This is an optimization exercise on Yosys and OpenROAD, whose aim is small area and few clock cycles, not a production implementation.
RTL that was checked went through simulation tests only; none was proved equivalent to the original.
The RTL of runs 2 and 3 was laid out without a check of its function.
No activity file was given, so power comes from the tool's default toggle rates.

$ cat flow/config.mk
export PLATFORM = sky130hd
export DESIGN_NAME = ftdi_frame_codec
export DESIGN_NICKNAME = ftdi_frame_codec
export VERILOG_FILES = /design/flow/design.v
export SDC_FILE = /design/flow/constraint.sdc
export NUM_CORES = 4
export LEC_CHECK = 0
export CAP_MARGIN = 20
export CORE_MARGIN = 2
export CORE_UTILIZATION = 40
export PLACE_DENSITY = 0.6
export SLEW_MARGIN = 20
$ cat flow/constraint.sdc
create_clock -name core_clock -period 10.0 [get_ports {clk}]
set_input_delay 2.0000 -clock core_clock [delete_from_list [all_inputs] [get_ports {clk}]]
set_output_delay 2.0000 -clock core_clock [all_outputs]
set_load 0.01 [all_outputs]
$ cat flow/design.v
module ftdi_frame_codec (
    input  wire        clk,
    input  wire        rst,           
    input  wire        op_valid,
    input  wire [2:0]  op_code,       
    input  wire [15:0] op_arg,        
    output wire        op_ready,
    output wire        tx_valid,
    output reg  [7:0]  tx_data,
    input  wire        tx_ready,
    input  wire        rx_valid,
    input  wire [7:0]  rx_data,
    output wire        rx_ready,
    input  wire [4:0]  rd_idx,
    output wire [15:0] rd_sp,
    output wire [11:0] rd_samp0,
    output wire [11:0] rd_samp1,
    output wire [11:0] rd_samp2,
    output reg  [2:0]  phase,
    output reg  [2:0]  fault,
    output reg  [5:0]  n_count,
    output wire [10:0] wlen,
    output wire [7:0]  erl,
    output reg  [10:0] txcount,
    output reg  [7:0]  rlen,
    output wire [5:0]  nsamp,
    output wire [16:0] stat_sum,
    output wire [5:0]  stat_cnt,
    output wire        stat_valid
);
    localparam [7:0] OP_PREDIV_OFF     = 8'h8A;
    localparam [7:0] OP_SET_DIVISOR    = 8'h86;
    localparam [7:0] OP_ADAPTIVE_OFF   = 8'h97;
    localparam [7:0] OP_MULTIPHASE_OFF = 8'h8D;
    localparam [7:0] OP_GPIO_SET       = 8'h80;
    localparam [7:0] WR_HDR0 = 8'h11, WR_HDR1 = 8'h02, WR_HDR2 = 8'h00;
    localparam [7:0] XFER_HDR0 = 8'h31, XFER_HDR1 = 8'h00, XFER_HDR2 = 8'h00;
    localparam [7:0] RDBITS_CMD0 = 8'h22, RDBITS_CMD1 = 8'h03;
    localparam [7:0] CLK_DIV_LO = 8'h05, CLK_DIV_HI = 8'h00;
    localparam [7:0] IDLE_STATE = 8'h78;
    localparam [7:0] DIRECTION  = 8'h7B;
    localparam [7:0] SEL_DAC = 8'h08, SEL_ADC0 = 8'h10, SEL_ADC1 = 8'h20, SEL_ADC2 = 8'h40;
    localparam [7:0] DAC_CFG0 = 8'hA1, DAC_CFG1 = 8'hA2, DAC_CFG2 = 8'hA3;
    localparam [7:0] DAC_DATA_REG = 8'hD0;
    localparam [7:0] ADC_TRIGGER  = 8'h00;
    localparam [7:0] SW_DAC  = IDLE_STATE & ~SEL_DAC;
    localparam [7:0] SW_ADC0 = IDLE_STATE & ~SEL_ADC0;
    localparam [7:0] SW_ADC1 = IDLE_STATE & ~SEL_ADC1;
    localparam [7:0] SW_ADC2 = IDLE_STATE & ~SEL_ADC2;
    localparam [7:0] IW      = IDLE_STATE;
    localparam [2:0] OPC_PUSH = 3'd1, OPC_COMPILE = 3'd2, OPC_ABORT = 3'd3, OPC_TXDONE = 3'd4,
                     OPC_RXDATA = 3'd5, OPC_DECODE = 3'd6, OPC_CLEAR = 3'd7;
    localparam [2:0] PH_IDLE = 3'd0, PH_COMPILED = 3'd1, PH_SENT = 3'd2,
                     PH_RECEIVED = 3'd3, PH_DONE = 3'd4, PH_FAULT = 3'd5;
    localparam [1:0] SEG_PRE = 2'd0, SEG_FRAME = 2'd1, SEG_TRAIL = 2'd2, SEG_END = 2'd3;
    localparam [4:0] CAP_POS = 5'd25;
    reg  [511:0] spr;
    reg  [4:0]   psp;
    reg  [1151:0] sr;
    reg  [4:0]    ps;
    reg [15:0] rx_left;       
    reg [4:0]  lag;           
    reg [2:0]  rj;            
    reg [5:0]  kf;            
    reg [16:0] acc;           
    reg [1:0]  seg;
    reg [5:0]  seg_pos;
    reg [4:0]  tx_frame;
    reg [11:0] cap;           
    reg        cap_ok;
    wire busy     = (rx_left != 16'd0);
    wire push_en  = (phase == PH_IDLE) && !n_count[5];
    wire push_wait = op_valid && (op_code == OPC_PUSH) && push_en && (n_count != 6'd0) &&
                     (psp != n_count[4:0] - 5'd1);
    assign op_ready = !busy && !push_wait;
    wire in_frames = (kf < n_count);
    assign rx_ready = busy && (!in_frames || (lag == 5'd0));
    wire op_fire = op_valid && op_ready;
    wire rx_fire = rx_valid && rx_ready;
    wire ins     = rx_fire && in_frames;
    wire cap_need = (seg == SEG_FRAME) && (seg_pos == 6'd7 || seg_pos == 6'd8);
    assign tx_valid = (phase == PH_COMPILED) && (seg != SEG_END) && !(cap_need && !cap_ok);
    wire tx_fire = tx_valid && tx_ready;
    wire       compiled = (phase != PH_IDLE) && !fault[0];
    wire [6:0] n3 = {1'b0, n_count} + {n_count, 1'b0};
    assign wlen = compiled ? {n3 + 7'd1, 4'b0101} : 11'd0;
    assign erl  = compiled ? {n3, 1'b0} : 8'd0;
    wire decoded = (phase == PH_DONE) || ((phase == PH_FAULT) && fault[2]);
    assign nsamp      = decoded ? kf : 6'd0;
    assign stat_sum   = decoded ? acc : 17'd0;
    assign stat_cnt   = (decoded && kf != 6'd0) ? kf - 6'd1 : 6'd0;
    assign stat_valid = (phase == PH_DONE) && (kf[5:1] != 5'd0);
    wire [4:0] rp_sp = psp - rd_idx;
    wire [4:0] rp_s  = ps - {rd_idx[2:0], 2'b00} - {rd_idx[3:0], 1'b0} - {4'd0, rd_idx[4]};
    assign rd_sp = spr[16*rp_sp +: 16];
    wire [35:0] srd = sr[36*rp_s +: 36];
    assign rd_samp0 = srd[35:24];
    assign rd_samp1 = srd[23:12];
    assign rd_samp2 = srd[11:0];
    function [7:0] preamble_byte(input [5:0] j);
        case (j)
            6'd0:  preamble_byte = OP_PREDIV_OFF;
            6'd1:  preamble_byte = OP_SET_DIVISOR;
            6'd2:  preamble_byte = CLK_DIV_LO;
            6'd3:  preamble_byte = CLK_DIV_HI;
            6'd4:  preamble_byte = OP_ADAPTIVE_OFF;
            6'd5:  preamble_byte = OP_MULTIPHASE_OFF;
            6'd6:  preamble_byte = OP_GPIO_SET;
            6'd7:  preamble_byte = SW_DAC;
            6'd8:  preamble_byte = DIRECTION;
            6'd9:  preamble_byte = WR_HDR0;
            6'd10: preamble_byte = WR_HDR1;
            6'd11: preamble_byte = WR_HDR2;
            6'd12: preamble_byte = DAC_CFG0;
            6'd13: preamble_byte = DAC_CFG1;
            6'd14: preamble_byte = DAC_CFG2;
            6'd15: preamble_byte = OP_GPIO_SET;
            6'd16: preamble_byte = IW;
            default: preamble_byte = DIRECTION;
        endcase
    endfunction
    function [7:0] adc_byte(input [3:0] k, input [7:0] sel_word);
        case (k)
            4'd0:  adc_byte = OP_GPIO_SET;
            4'd1:  adc_byte = sel_word;
            4'd2:  adc_byte = DIRECTION;
            4'd3:  adc_byte = XFER_HDR0;
            4'd4:  adc_byte = XFER_HDR1;
            4'd5:  adc_byte = XFER_HDR2;
            4'd6:  adc_byte = ADC_TRIGGER;
            4'd7:  adc_byte = RDBITS_CMD0;
            4'd8:  adc_byte = RDBITS_CMD1;
            4'd9:  adc_byte = OP_GPIO_SET;
            4'd10: adc_byte = IW;
            default: adc_byte = DIRECTION;
        endcase
    endfunction
    function [7:0] frame_byte(input [11:0] v, input [5:0] j);
        if (j < 6'd12) begin
            case (j)
                6'd0:  frame_byte = OP_GPIO_SET;
                6'd1:  frame_byte = SW_DAC;
                6'd2:  frame_byte = DIRECTION;
                6'd3:  frame_byte = WR_HDR0;
                6'd4:  frame_byte = WR_HDR1;
                6'd5:  frame_byte = WR_HDR2;
                6'd6:  frame_byte = DAC_DATA_REG;
                6'd7:  frame_byte = v[11:4];
                6'd8:  frame_byte = {v[3:0], 4'h0};
                6'd9:  frame_byte = OP_GPIO_SET;
                6'd10: frame_byte = IW;
                default: frame_byte = DIRECTION;
            endcase
        end else if (j < 6'd24) begin
            frame_byte = adc_byte(j - 6'd12, SW_ADC0);
        end else if (j < 6'd36) begin
            frame_byte = adc_byte(j - 6'd24, SW_ADC1);
        end else begin
            frame_byte = adc_byte(j - 6'd36, SW_ADC2);
        end
    endfunction
    always @(*) begin
        case (seg)
            SEG_PRE:   tx_data = preamble_byte(seg_pos);
            SEG_FRAME: tx_data = frame_byte(cap, seg_pos);
            SEG_TRAIL: begin
                case (seg_pos)
                    6'd0:    tx_data = OP_GPIO_SET;
                    6'd1:    tx_data = IW;
                    default: tx_data = DIRECTION;
                endcase
            end
            default:   tx_data = 8'h00;
        endcase
    end
    wire [7:0]  rlen_next    = (op_arg > 16'd198) ? 8'd198 : op_arg[7:0];
    wire [10:0] txcount_next = (op_arg > 16'd2047) ? 11'd2047 : op_arg[10:0];
    wire        push_fire    = op_fire && (op_code == OPC_PUSH) && push_en;
    wire        rxdata_fire  = op_fire && (op_code == OPC_RXDATA) && (phase == PH_SENT);
    wire        compile_ok   = op_fire && (op_code == OPC_COMPILE) && (phase == PH_IDLE) &&
                               (n_count < 6'd25);
    wire [4:0]  cap_rel      = psp - tx_frame - {4'd0, (seg == SEG_FRAME) && (seg_pos > 6'd8)};
    wire        cap_load     = !cap_ok && (cap_rel == CAP_POS);
    reg [1151:0] sr_next;
    always @(*) begin
        sr_next = {sr[1115:0], sr[1151:1116]};
        if (ins) begin
            case (rj)
                3'd0: sr_next[36*0+28 +: 8] = rx_data;
                3'd1: sr_next[36*1+24 +: 4] = rx_data[3:0];
                3'd2: sr_next[36*2+16 +: 8] = rx_data;
                3'd3: sr_next[36*3+12 +: 4] = rx_data[3:0];
                3'd4: sr_next[36*4+4  +: 8] = rx_data;
                default: sr_next[36*5+0 +: 4] = rx_data[3:0];
            endcase
        end
    end
    always @(posedge clk) begin
        spr <= {spr[495:0], push_fire ? op_arg : spr[511:496]};
        sr  <= sr_next;
        psp <= (push_fire && n_count == 6'd0) ? 5'd0 : psp + 5'd1;
        ps  <= rxdata_fire ? 5'd31 : ps + 5'd1;
        if (rxdata_fire)
            lag <= 5'd0;
        else if (ins)
            lag <= (rj == 3'd5 && kf == 6'd15) ? 5'd31 : 5'd0;
        else
            lag <= lag + 5'd1;
    end
    always @(posedge clk) begin
        if (rxdata_fire) begin
            rj  <= 3'd0;
            kf  <= 6'd0;
            acc <= 17'd0;
        end else if (ins) begin
            if (rj == 3'd5) begin
                rj <= 3'd0;
                kf <= kf + 6'd1;
                if (kf != 6'd0)
                    acc <= acc + {5'd0, sr[36*4+24 +: 12] ^ 12'h800};
            end else begin
                rj <= rj + 3'd1;
            end
        end
    end
    always @(posedge clk) begin
        if (cap_load)
            cap <= spr[16*CAP_POS +: 12];
    end
    always @(posedge clk) begin
        if (rst) begin
            phase      <= PH_IDLE;
            fault      <= 3'b000;
            n_count    <= 6'd0;
            txcount    <= 11'd0;
            rlen       <= 8'd0;
            rx_left    <= 16'd0;
            seg        <= SEG_END;
            seg_pos    <= 6'd0;
            tx_frame   <= 5'd0;
            cap_ok     <= 1'b0;
        end else begin
            if (cap_load)
                cap_ok <= 1'b1;
            else if (tx_fire && seg == SEG_FRAME && seg_pos == 6'd8)
                cap_ok <= 1'b0;
            if (tx_fire) begin
                case (seg)
                    SEG_PRE: begin
                        if (seg_pos == 6'd17) begin
                            seg_pos <= 6'd0;
                            seg     <= (n_count == 6'd0) ? SEG_TRAIL : SEG_FRAME;
                        end else begin
                            seg_pos <= seg_pos + 6'd1;
                        end
                    end
                    SEG_FRAME: begin
                        if (seg_pos == 6'd47) begin
                            seg_pos <= 6'd0;
                            if ({1'b0, tx_frame} == n_count - 6'd1) begin
                                seg <= SEG_TRAIL;
                            end else begin
                                tx_frame <= tx_frame + 5'd1;
                            end
                        end else begin
                            seg_pos <= seg_pos + 6'd1;
                        end
                    end
                    SEG_TRAIL: begin
                        if (seg_pos == 6'd2) begin
                            seg <= SEG_END;
                        end else begin
                            seg_pos <= seg_pos + 6'd1;
                        end
                    end
                    default: ;
                endcase
            end
            if (rx_fire)
                rx_left <= rx_left - 16'd1;
            if (op_fire) begin
                case (op_code)
                    OPC_PUSH: begin
                        if (push_en)
                            n_count <= n_count + 6'd1;
                    end
                    OPC_COMPILE: begin
                        if (phase == PH_IDLE) begin
                            if (n_count >= 6'd25) begin
                                fault[0] <= 1'b1;
                                phase    <= PH_FAULT;
                            end else begin
                                phase    <= PH_COMPILED;
                                seg      <= SEG_PRE;
                                seg_pos  <= 6'd0;
                                tx_frame <= 5'd0;
                                cap_ok   <= 1'b0;
                            end
                        end
                    end
                    OPC_TXDONE: begin
                        if (phase == PH_COMPILED) begin
                            txcount <= txcount_next;
                            seg     <= SEG_END;
                            if (op_arg != {5'd0, wlen}) begin
                                fault[1] <= 1'b1;
                                phase    <= PH_FAULT;
                            end else begin
                                phase    <= PH_SENT;
                            end
                        end
                    end
                    OPC_RXDATA: begin
                        if (phase == PH_SENT) begin
                            rlen    <= rlen_next;
                            rx_left <= op_arg;
                            phase   <= PH_RECEIVED;
                        end
                    end
                    OPC_DECODE: begin
                        if (phase == PH_RECEIVED) begin
                            if (rlen != erl) begin
                                fault[2] <= 1'b1;
                                phase    <= PH_FAULT;
                            end else begin
                                phase    <= PH_DONE;
                            end
                        end
                    end
                    OPC_ABORT, OPC_CLEAR: begin
                        if ((op_code == OPC_ABORT && (phase == PH_IDLE || phase == PH_COMPILED)) ||
                            (op_code == OPC_CLEAR && (phase == PH_DONE || phase == PH_FAULT))) begin
                            phase      <= PH_IDLE;
                            fault      <= 3'b000;
                            n_count    <= 6'd0;
                            txcount    <= 11'd0;
                            rlen       <= 8'd0;
                            seg        <= SEG_END;
                        end
                    end
                    default: ;
                endcase
            end
        end
    end
endmodule
$ cat flow/run.sh
#!/bin/bash
# synth_recipe.tcl (not shown) runs the flow's synth.tcl, then flattens the netlist and writes it again
# the make line also repeats each setting of config.mk as NAME=value (left out here)
make -C /OpenROAD-flow-scripts/flow DESIGN_CONFIG=/design/flow/config.mk WORK_HOME=/design/flow/orfs CLKGATE_MAP_FILE= SYNTH_SCRIPT=/design/flow/synth_recipe.tcl finish
==> results of run 1 <==
-- through the flow --
step                      setup WS [ns]  power (mW)  utilization [%]
final                              1.57        18.0             47.4
after global routing               1.29        18.8             47.4
after CTS                          1.46        18.3             47.4
after detailed placement           1.46        11.6             43.1
after global placement             1.50        11.5             43.1
after floorplan                    2.93        10.3                -
-- area by class of cell --
class | count | area share (%)
Sequential cell | 1786 | 54.4
Clock inverter | 70 | 1.53
Timing Repair Buffer | 221 | 3.45
Inverter | 68 | 0.387
Multi-Input combinational cell | 1536 | 29.1
Tap cell | 1876 | 3.56
Clock buffer | 251 | 7.58
-- per-layer routing --
metal	routed length, µm	global-route usage (%)	vias to the layer above
met5	56	0	-
met4	2490	4.89	8
met3	4590	3.32	182
met2	51700	24.7	523
met1	54100	22.7	14800
li1	-	-	13600
-- worst paths after layout --
path	start	end	slack (ns)	cells past startpoint
setup / recovery	rd_idx[4]	rd_samp1[8]	1.57	8
hold / removal	spr[441]	spr[457]	0.30	0
setup reg to reg	seg_pos[2]	cap[5]	5.38	13
hold reg to reg	spr[441]	spr[457]	0.30	0
-- cell families (layout without fill, tap and decap cells) --
group           count (synthesis)  count (layout)  synth area share (%)
simple gates                  426             426                  3.95
flops                        1786            1786                  64.1
compound gates                297             297                  3.51
fa+ha+maj                      78              78                  1.84
other cells                     1               3               0.00670
buf+inv                       253             610                  1.85
mux                           639             639                  23.3
xor+xnor                       93              93                  1.50
-- power by group --
part / switching [mW] / leakage (nW) / internal, mW / total [mW]
Combinational: 2.14 / 7.29 / 1.63 / 3.76
Sequential: 0.182 / 14.4 / 7.36 / 7.54
Clock: 2.79 / 2.93 / 3.87 / 6.66
Total: 5.11 / 24.6 / 12.8 / 18.0
-- sequential cells by signal, indices dropped and copies added, names as in the netlist, 6 cells and up, named ones only --
signal	flops
sr	1152
spr	512
acc	17
rx_left	16
cap	12
txcount	11
rlen	8
kf	6
n_count	6
seg_pos	6
-- cell usage after synthesis, drive strengths merged, types with 11 or more instances --
library cell  instances
ha                   71
clkbuf              123
o21ai                59
mux4                520
and2                 32
nand2                88
nor3                 40
nor4                 11
nand4                14
edfxtp               12
a21oi                86
xnor2                52
a211oi               28
nand3                38
mux2                105
nor2                110
buf                  62
o21a                 11
dfxtp              1774
nor2b                15
mux2i                14
nand2b               20
xor2                 39
inv                  67
o211ai               17
-- worst reg2reg max path: cells and delay by family, from the launching register on --
kind / cells / cell delay, ns
adders and majority gates: 3 / 1.10
buffers and inverters: 3 / 0.77
and+or+nand+nor: 3 / 0.65
DFF: 1 / 0.84
AOI/OAI and AO/OA: 3 / 0.79
xor gates and xnor gates: 1 / 0.15
==> run summary, run 1 <==
outcome=complete, no violations; # port buffers=approximately 180; DR pass1 iterations=5; Worst-Margin Slew=~1.1 ns; synthesis-stage register bit count=~1,800; FFs w/ async S/R, synth=0%; Ports=between 150 and 200; chip height=around 380 µm; row cnt=~140; Setup crit end kind=output port; pin count of the biggest net entering global routing=111; Core Area=139,000 µm²; unrepaired setup endpoints after global routing=false; WL/cell=19.5 µm; Post-Route WL=between 100 and 150 mm; cell taking the most area after synthesis=dfxtp_1; CP top delay family=buffers and inverters; cts repair resizes=0; Reg clk slew, reported paths=0.06 ns; total track usage=between 15 and 20%; Final Non-Filler Cells=~5,800; post-CTS setup repair buffer count=0; Starting DRT DRC Count=1,709; vias in the first global route=30,700; Synth Area per Inst=about 16 µm²; final instance area=between 60,000 and 70,000 µm²; first-pass GRT wire length=around 180 mm; hold_ws=0.305 ns; most frequent cells in the layout=1,774 x dfxtp_1, 520 x mux4_2, 176 x clkdlybuf4s50_1; CP Class=in -> out; Die Wd=about 380 µm; grt total ovfl=0; Clk Latency, worst-skew pair=around 0.8 ns; fillers=12,000; CP arrival=between 6 and 7 ns; DRC viols=0; crit share post-route=between 80 and 90%; Seq/Total Area, Yosys=64.1%; Most used DFF post-synth=dfxtp_1; Syn-to-layout area delta=17.9%; Inserted Clock Buffers=between 150 and 200; area post-placement=between 50,000 and 60,000 µm²; max-slew violations=0; initial antenna violation count=13; synth unique cells=87; routability cong.=about 0.84; CTS tree=built; antenna-violating nets left=0; Rel. slew slack=about 29%; DR vias=roughly 29,000; Cell Area, Synth=between 50,000 and 60,000 µm²; PD cells=between 200 and 300 nW/µm²; flip-flop and latch area=between 30,000 and 40,000 µm²; DP HPWL=roughly 72 mm; clk root buf=clkbuf_16; commonest non-fill, non-tap cell in the layout=dfxtp_1; Worst Clk Skew=0.0766 ns; Req. time, crit path=about 8 ns; placed cells=5,487; post-synth top area share=between 60% and 70%; Buf/Inv on CP=3; Setup-failing EPs final=0; Synthesis Warnings=1; Hold Vio Cnt, Final=0; critical-path cell list=clkdlybuf4s50_1 > o21ai_0 > fa_4 > buf_4 > mux4_2 > mux4_2 > mux2_2 > clkdlybuf4s50_1; H-tree levels=4; CTS max path bufs=3; Multi-input gate area=between 15,000 and 20,000 µm²; proportion of layout cells with a drive suffix above 1=approximately a quarter; Max VDD drop=343 µV; critical path peak fanout=34; crit-path max cell delay=~1.2 ns; Initial Util=40.2%; Syn Inst Count=~3,600; Hold Buf Count CTS=0; antenna cells=0; worst hold path type=reg -> reg; CP max stage cell=fa_4; fin crit period=about 8.4 ns; Peak Freq=~0.12 GHz; CTS Sinks=around 1,800; synth top area cells=dfxtp_1 63%, mux4_2 21%, mux2_2 2.1%; max-cap violations=0; Startpoint Class=input pin; Static Leak=around 25 nW; Sum Neg Setup Slack=0 ns; Die Footprint=approximately 140,000 µm²; NumNets Final=around 4,000; EDFF count, synth=12; Via-to-Cell Ratio=5.02
Testbench counts, summed over its fixed seeds: cycles 23,357.
==> run 2, diff against run 1 <==
--- a/flow/design.v
+++ b/flow/design.v
@@ -56,7 +56,7 @@
     localparam [4:0] CAP_POS = 5'd25;
     reg  [511:0] spr;
     reg  [4:0]   psp;
-    reg  [1151:0] sr;
+    reg  [899:0] sr;
     reg  [4:0]    ps;
     reg [15:0] rx_left;       
     reg [4:0]  lag;           
@@ -91,9 +91,32 @@
     assign stat_cnt   = (decoded && kf != 6'd0) ? kf - 6'd1 : 6'd0;
     assign stat_valid = (phase == PH_DONE) && (kf[5:1] != 5'd0);
     wire [4:0] rp_sp = psp - rd_idx;
-    wire [4:0] rp_s  = ps - {rd_idx[2:0], 2'b00} - {rd_idx[3:0], 1'b0} - {4'd0, rd_idx[4]};
-    assign rd_sp = spr[16*rp_sp +: 16];
-    wire [35:0] srd = sr[36*rp_s +: 36];
+    reg [4:0] neg6;
+    always @(*) begin
+        case (rd_idx)
+            5'd0:  neg6 = 5'd0;   5'd1:  neg6 = 5'd19;  5'd2:  neg6 = 5'd13;  5'd3:  neg6 = 5'd7;
+            5'd4:  neg6 = 5'd1;   5'd5:  neg6 = 5'd20;  5'd6:  neg6 = 5'd14;  5'd7:  neg6 = 5'd8;
+            5'd8:  neg6 = 5'd2;   5'd9:  neg6 = 5'd21;  5'd10: neg6 = 5'd15;  5'd11: neg6 = 5'd9;
+            5'd12: neg6 = 5'd3;   5'd13: neg6 = 5'd22;  5'd14: neg6 = 5'd16;  5'd15: neg6 = 5'd10;
+            5'd16: neg6 = 5'd4;   5'd17: neg6 = 5'd23;  5'd18: neg6 = 5'd17;  5'd19: neg6 = 5'd11;
+            5'd20: neg6 = 5'd5;   5'd21: neg6 = 5'd24;  5'd22: neg6 = 5'd18;  5'd23: neg6 = 5'd12;
+            default: neg6 = 5'd0;
+        endcase
+    end
+    wire [5:0] rp_sum = {1'b0, ps} + {1'b0, neg6};
+    wire [4:0] rp_s   = (rp_sum >= 6'd25) ? rp_sum[4:0] - 5'd25 : rp_sum[4:0];
+    reg [15:0] sprd;
+    reg [35:0] srd;
+    integer p;
+    always @(*) begin
+        sprd = 16'd0;
+        srd  = 36'd0;
+        for (p = 0; p < 32; p = p + 1)
+            sprd = sprd | (spr[16*p +: 16] & {16{rp_sp == p[4:0]}});
+        for (p = 0; p < 25; p = p + 1)
+            srd  = srd  | (sr[36*p +: 36]  & {36{rp_s  == p[4:0]}});
+    end
+    assign rd_sp = sprd;
     assign rd_samp0 = srd[35:24];
     assign rd_samp1 = srd[23:12];
     assign rd_samp2 = srd[11:0];
@@ -181,9 +204,9 @@
                                (n_count < 6'd25);
     wire [4:0]  cap_rel      = psp - tx_frame - {4'd0, (seg == SEG_FRAME) && (seg_pos > 6'd8)};
     wire        cap_load     = !cap_ok && (cap_rel == CAP_POS);
-    reg [1151:0] sr_next;
+    reg [899:0] sr_next;
     always @(*) begin
-        sr_next = {sr[1115:0], sr[1151:1116]};
+        sr_next = {sr[863:0], sr[899:864]};
         if (ins) begin
             case (rj)
                 3'd0: sr_next[36*0+28 +: 8] = rx_data;
@@ -199,13 +222,11 @@
         spr <= {spr[495:0], push_fire ? op_arg : spr[511:496]};
         sr  <= sr_next;
         psp <= (push_fire && n_count == 6'd0) ? 5'd0 : psp + 5'd1;
-        ps  <= rxdata_fire ? 5'd31 : ps + 5'd1;
-        if (rxdata_fire)
+        ps  <= rxdata_fire ? 5'd24 : (ps == 5'd24) ? 5'd0 : ps + 5'd1;
+        if (rxdata_fire || ins)
             lag <= 5'd0;
-        else if (ins)
-            lag <= (rj == 3'd5 && kf == 6'd15) ? 5'd31 : 5'd0;
         else
-            lag <= lag + 5'd1;
+            lag <= (lag == 5'd24) ? 5'd0 : lag + 5'd1;
     end
     always @(posedge clk) begin
         if (rxdata_fire) begin
--- a/flow/config.mk
+++ b/flow/config.mk
@@ -8,5 +8,6 @@
 export CAP_MARGIN = 20
 export CORE_MARGIN = 2
 export CORE_UTILIZATION = 40
+export CTS_BUF_LIST = sky130_fd_sc_hd__clkbuf_8
 export PLACE_DENSITY = 0.6
 export SLEW_MARGIN = 20
==> run summary, run 2 <==
outcome=complete, no violations; P_sw=~6.3 mW; Max VDD drop=between 300 and 400 µV; FFs w/ async S/R, synth=0%; row cnt=approximately 130; Startpoint Class=input pin; total track usage=around 25%; Largest Register=sr; CTS max path bufs=3; DR vias=between 30,000 and 40,000; Most used DFF post-synth=dfxtp_1; Sw Ratio=about 37%; WL/cell=between 20 and 30 µm; most frequent cells in the layout=1,522 x dfxtp_1, 356 x a22oi_1, 287 x clkbuf_8; post-synth top area share=around 64%; cell taking the most area after synthesis=dfxtp_1; CTS Sinks=about 1,500; Clk Latency, worst-skew pair=between 0.9 and 1 ns; Ports=180; Rel. slew slack=between 20% and 30%; Setup crit end kind=output port; placed cells=between 5,000 and 6,000; PD cells=295 nW/µm²; Seq/Total Area, Yosys=roughly two thirds; final instance area=~57,000 µm²; initial antenna violation count=12; pin count of the biggest net entering global routing=43; Synthesis Warnings=1; Setup-failing EPs final=0; DR pass1 iterations=7; top cells by count, synth=1,522 x dfxtp_1, 356 x a22oi_1, 243 x nand2_1; Starting DRT DRC Count=approximately 4,000; Sum Neg Setup Slack=0 ns; proportion of layout cells with a drive suffix above 1=between 10% and 20%; most frequent cell after synthesis=dfxtp_1; area post-placement=52,200 µm²; Hold Vio Cnt, Final=0; # port buffers=roughly 180; Logic pwr share=30.6%; Worst-Margin Slew=about 1.1 ns; Cell Int Power=10.6 mW; Syn-to-layout area delta=20.2%; Reg clk slew, reported paths=0.06 ns; EDFF count, synth=12; crit share post-route=between 90% and 100%; Initial Util=between 40% and 50%; Die Wd=about 350 µm; Top Registers=sr: 900 flops, spr: 512 flops, acc: 17 flops; vias in the first global route=between 30,000 and 40,000; Core Area=~120,000 µm²; grt total ovfl=0; chip height=349 µm; Syn Inst Count=4,014; first-pass GRT wire length=227 mm; Cell Area, Synth=about 48,000 µm²; worst hold path type=reg -> reg; Worst Clk Skew=~0.060 ns; routability cong.=0.947; Post-Route WL=158 mm; commonest non-fill, non-tap cell in the layout=dfxtp_1; DP HPWL=about 100 mm; Final Non-Filler Cells=6,143; max reg flops=900; max-slew violations=0; Peak Freq=0.102 GHz; Req. time, crit path=8.00 ns; Inserted Clock Buffers=around 230; antenna-violating nets left=0; synth unique cells=roughly 110; synth top area cells=dfxtp_1 64%, a22oi_1 5.6%, ha_1 2.1%; H-tree levels=4; Die Footprint=~120,000 µm²; Via-to-Cell Ratio=roughly 5.7; critical path peak fanout=23; Static Leak=between 20 and 25 nW; synthesis-stage register bit count=1,534; fin crit period=between 9 and 10 ns; CTS tree=built; CP Class=in -> out; Clk network pwr share=between 30 and 40%; DRC viols=0; unrepaired setup endpoints after global routing=false; clk root buf=clkbuf_8; max-cap violations=0; NumNets Final=~4,500; Seq pwr share=about two fifths; CP arrival=slightly below 8 ns; Synth Area per Inst=roughly 12 µm²; fillers=around 11,000
## run 2: cell families after synthesis
family / synth area share [%]
other: 0.00787
adder cells (fa/ha/maj): 2.38
flip-flops: 64.7
buffers and inverters: 2.47
AO/OA/AOI/OAI: 16.9
multiplexers: 2.45
AND/OR/NAND/NOR: 9.46
XOR/XNOR: 1.65
## run 2: what timing repair did
item / in CTS / in global routing
hold buffers: 0 / 0
setup endpoints to repair: 0 / 36
gates resized for setup: 0 / 8
buffers inserted: 0 / 10
## run 2: path summary, 6_finish.rpt
kind	cells after the start	slack, ns	startpoint	end
worst max-delay path	19	0.19	rd_idx[0]	rd_samp1[4]
worst max register to register	12	5.14	seg_pos[2]	register
worst min register to register	0	0.29	sr[16]	sr[52]
worst min-delay path	0	0.29	sr[16]	sr[52]
## run 2: power by group through the flow
stage,clock (mW),combinational (mW),sequential [mW]
finish,5.26,5.19,6.47
global placement,0,4.89,6.60
global route,5.60,5.26,6.49
detailed placement,0,4.90,6.60
floorplan,0,2.24,6.54
CTS,5.33,4.91,6.47
## run 2: layer usage
| metal | up-vias | track usage, % | share of wire (%) |
|---|---|---|---|
| met5 | - | 0 | 0.043 |
| met4 | 10 | 9.17 | 3.1 |
| met3 | 351 | 5.74 | 8.8 |
| met2 | 1769 | 38.3 | 44 |
| met1 | 17300 | 34.5 | 44 |
| li1 | 15900 | - | - |
## run 2: critical path, stage by stage
cell	delay, ns
clkdlybuf4s50_1	0.64
inv_1	0.17
ha_1	0.24
o311ai_0	0.29
o21ai_0	0.24
fa_1	0.50
buf_4	0.19
nor2_1	0.43
a31oi_1	0.15
o21ai_0	0.40
a32oi_2	0.12
buf_4	0.20
buf_4	0.15
a211oi_4	0.58
buf_12	0.32
a22oi_1	0.12
and3_1	0.20
nand4_1	0.24
clkdlybuf4s50_1	0.59
## run 2: through the flow
stage | total power, mW | utilization (%) | setup slack, ns | hold slack [ns]
global placement | 11.5 | 44.2 | 0.0438 | 0.328
global route | 17.4 | 48.5 | 0.00213 | 0.317
floorplan | 8.78 | - | 1.83 | 0.322
finish | 16.9 | 48.5 | 0.192 | 0.292
detailed placement | 11.5 | 44.2 | 0.0101 | 0.330
CTS | 16.7 | 48.3 | 0.00595 | 0.306
## run 2: area by class of cell
type	count	area (µm²)	share of cell area, %
multi-input combinational	2212	16000	27.9
clock inverter	130	910	1.59
tap	1536	1920	3.36
timing repair buffer	375	3420	5.97
antenna	7	17.5	0.0306
clock buffer	287	3950	6.90
sequential	1534	30800	53.8
inverter	62	233	0.406
==> run 3, diff against run 2 <==
--- a/flow/config.mk
+++ b/flow/config.mk
@@ -8,6 +8,6 @@
 export CAP_MARGIN = 20
 export CORE_MARGIN = 2
 export CORE_UTILIZATION = 40
-export CTS_BUF_LIST = sky130_fd_sc_hd__clkbuf_8
+export CTS_BUF_LIST = sky130_fd_sc_hd__clkbuf_4
 export PLACE_DENSITY = 0.6
 export SLEW_MARGIN = 20
==> run summary, run 3 <==
critical-path cell list=clkdlybuf4s50_1 > inv_1 > ha_1 > mux2_2 > a21oi_1 > o22ai_1 > ha_1 > a211oi_1 > a22oi_2 > a211oi_2 > buf_4 > nor2_2 > a41o_1 > and2_1 > buf_4 > a22oi_1 > nand4_1 > or4_1 > clkdlybuf4s50_1; DR pass1 iterations=9; Seq/Total Area, Yosys=between 60% and 70%; Syn-to-layout area delta=19.6%; proportion of layout cells with a drive suffix above 1=a little under a fifth; Via-to-Cell Ratio=roughly 5.7; Synth Area per Inst=11.9 µm²; CP arrival=~7.8 ns; fin crit period=9.84 ns; reg-to-reg slack, setup=between 5 and 6 ns; Hold Crit Start=sr[572]; CTS tree=built; Worst Clk Skew=~0.16 ns; worst hold path type=reg -> reg; pre-CTS WS=~0.010 ns; WHS Path Cells=0; unrepaired setup endpoints after global routing=false; Initial Util=around two fifths; Rel. slew slack=between 20% and 30%; Post-Route WL=~160 mm; Largest Register=sr; PD cells=293 nW/µm²; Max VDD drop=359 µV; H-tree levels=5; Reg clk slew, reported paths=0.07 ns; synthesis-stage register bit count=approximately 1,500; EDFF count, synth=12; pin count of the biggest net entering global routing=43; DR vias=roughly 36,000; setup slack after layout=0.159 ns; synth unique cells=107; Starting DRT DRC Count=4,332; routability cong.=0.947; first-pass GRT wire length=230 mm; FF-to-FF Start=seg_pos[2]; FFs w/ async S/R, synth=0%; Syn Inst Count=between 4,000 and 5,000; grt total ovfl=0; crit-path max cell delay=roughly 0.66 ns; CTS Sinks=approximately 1,500; Cell Area, Synth=approximately 48,000 µm²; post-synth top area share=a little under two thirds; cell taking the most area after synthesis=dfxtp_1; clk root buf=clkbuf_4; Setup-failing EPs final=0; synth top area cells=dfxtp_1 64%, a22oi_1 5.6%, ha_1 2.1%; Peak Freq=between 0.1 and 0.15 GHz; WL/cell=around 25 µm; max-cap violations=0; max reg flops=900; critical path peak fanout=15; NumNets Final=roughly 4,700; Req. time, crit path=around 8 ns; CP Launch Point=rd_idx[0]; top cells by count, synth=1,522 x dfxtp_1, 356 x a22oi_1, 243 x nand2_1; Static Leak=about 22 nW; chip height=between 300 and 400 µm; Setup crit end kind=output port; vias in the first global route=approximately 36,000; CP Capture Point=rd_samp1[7]; Worst-Margin Slew=between 1 and 1.5 ns; DRC viols=0; Core Area=between 100,000 and 150,000 µm²; Startpoint Class=input pin; commonest non-fill, non-tap cell in the layout=dfxtp_1; Top Registers=sr: 900 flops, spr: 512 flops, acc: 17 flops; antenna-violating nets left=0; final core utilization=48.3%; Die Footprint=122,000 µm²; max-slew violations=0; Sum Neg Setup Slack=0 ns; row cnt=~130; outcome=complete, no violations; CP Class=in -> out; Hold Vio Cnt, Final=0; Clk Latency, worst-skew pair=1.29 ns; Hold Buf Count CTS=0; DP HPWL=103 mm; Inserted Clock Buffers=383; Most used DFF post-synth=dfxtp_1; initial antenna violation count=12; Worst Reg-to-Reg Cells=12; Ports=180; CP max stage cell=clkdlybuf4s50_1; most frequent cells in the layout=1,522 x dfxtp_1, 548 x clkbuf_4, 356 x a22oi_1; Die Wd=349 µm; crit share post-route=98.4%; CTS max path bufs=4; # port buffers=176; most frequent cell after synthesis=dfxtp_1; total track usage=25.3%; Synthesis Warnings=1
run 3: worst min-delay path by stage:
stage / slack [ns] / to
global placement: 0.33 / sr[818]
detailed placement: 0.33 / sr[818]
floorplan: 0.32 / sr[479]
finish: 0.27 / sr[608]
CTS: 0.25 / spr[463]
global route: 0.28 / sr[608]
run 3: logic make-up after synthesis:
kind of cell,Yosys count,synth area share [%]
other,1,0.00787
flip-flops,1534,64.7
multiplexers,109,2.45
AND/OR/NAND/NOR,871,9.46
buffers and inverters,272,2.47
adder cells (fa/ha/maj),87,2.38
AO/OA/AOI/OAI,1052,16.9
XOR/XNOR,88,1.65
run 3: worst max-delay path: cells and delay by family:
kind	cells	cell delay, ns
AO/OA/AOI/OAI	7	1.83
adder cells (fa/ha/maj)	2	0.78
buffers and inverters	5	1.81
AND/OR/NAND/NOR	4	1.11
multiplexers	1	0.28
run 3: final cells by class:
class | count | area (µm²)
Sequential cell | 1534 | 30800
Timing Repair Buffer | 374 | 3420
Inverter | 62 | 233
Multi-Input combinational cell | 2212 | 16000
Clock inverter | 83 | 454
Fill cell | 10700 | 61100
Clock buffer | 548 | 4110
Tap cell | 1536 | 1920
Antenna cell | 9 | 22.5
run 3: per-stage QoR:
stage | power [mW] | std cells | cell area [µm²] | hold WS (ns)
floorplan | 8.78 | 4016 | 47700 | 0.322
global placement | 11.5 | 5707 | 52200 | 0.328
detailed placement | 11.5 | 5707 | 52200 | 0.330
CTS | 16.5 | 6338 | 56800 | 0.255
global route | 17.2 | 6353 | 57000 | 0.279
finish | 16.7 | 6358 | 57000 | 0.265
run 3: power by group:
part,internal [mW],switching (mW)
clock,2.62,2.41
combinational,1.46,3.73
sequential,6.31,0.161
run 3: routing by layer:
| metal | global-route usage, % | vias up | wire, µm |
|---|---|---|---|
| li1 | - | 16300 | - |
| met1 | 34.4 | 17800 | 68900 |
| met2 | 38.4 | 1927 | 70700 |
| met3 | 6.38 | 362 | 14900 |
| met4 | 10.3 | 10 | 5010 |
| met5 | 0 | - | 72 |
run 3: timing repair:
| item | CTS | global route |
|---|---|---|
| endpoints found under the setup margin | 0 | 36 |
| buffers inserted | 0 | 9 |
| resized for setup | 0 | 11 |

## static timing again, ports no longer ideal
The flow's constraints put no driver on any port. The routed layouts listed below were extracted and timed again, unchanged, in two steps.
Step 1: set_driving_cell puts a clkbuf_16 on clk and a buf_2 on each other input, an assumption about the parent block.
Step 2 adds t to the input delays and takes it off the output delays; t is the mean of the earliest and latest rising clock arrival at the registers after step 1. Input paths then give back, and output paths get back, about the clock's delay inside the block.
Three values: ideal, step 1, step 2; two values: the first two.
run	t, ns	slack for setup (ns)	worst setup path after step 2	cell pins on the clock port's net
run 1	0.844	1.567 / 1.491 / 1.491	input to output	1
run 2	0.963	0.192 / 0.167 / 0.167	input to output	1
run 3	1.272	0.159 / 0.135 / 0.135	input to output	1
After both steps setup and hold are still met in every run listed. For run 1, which loses most, drivers alone change the setup slack by -0.076 ns; drivers and shift together by -0.076 ns.
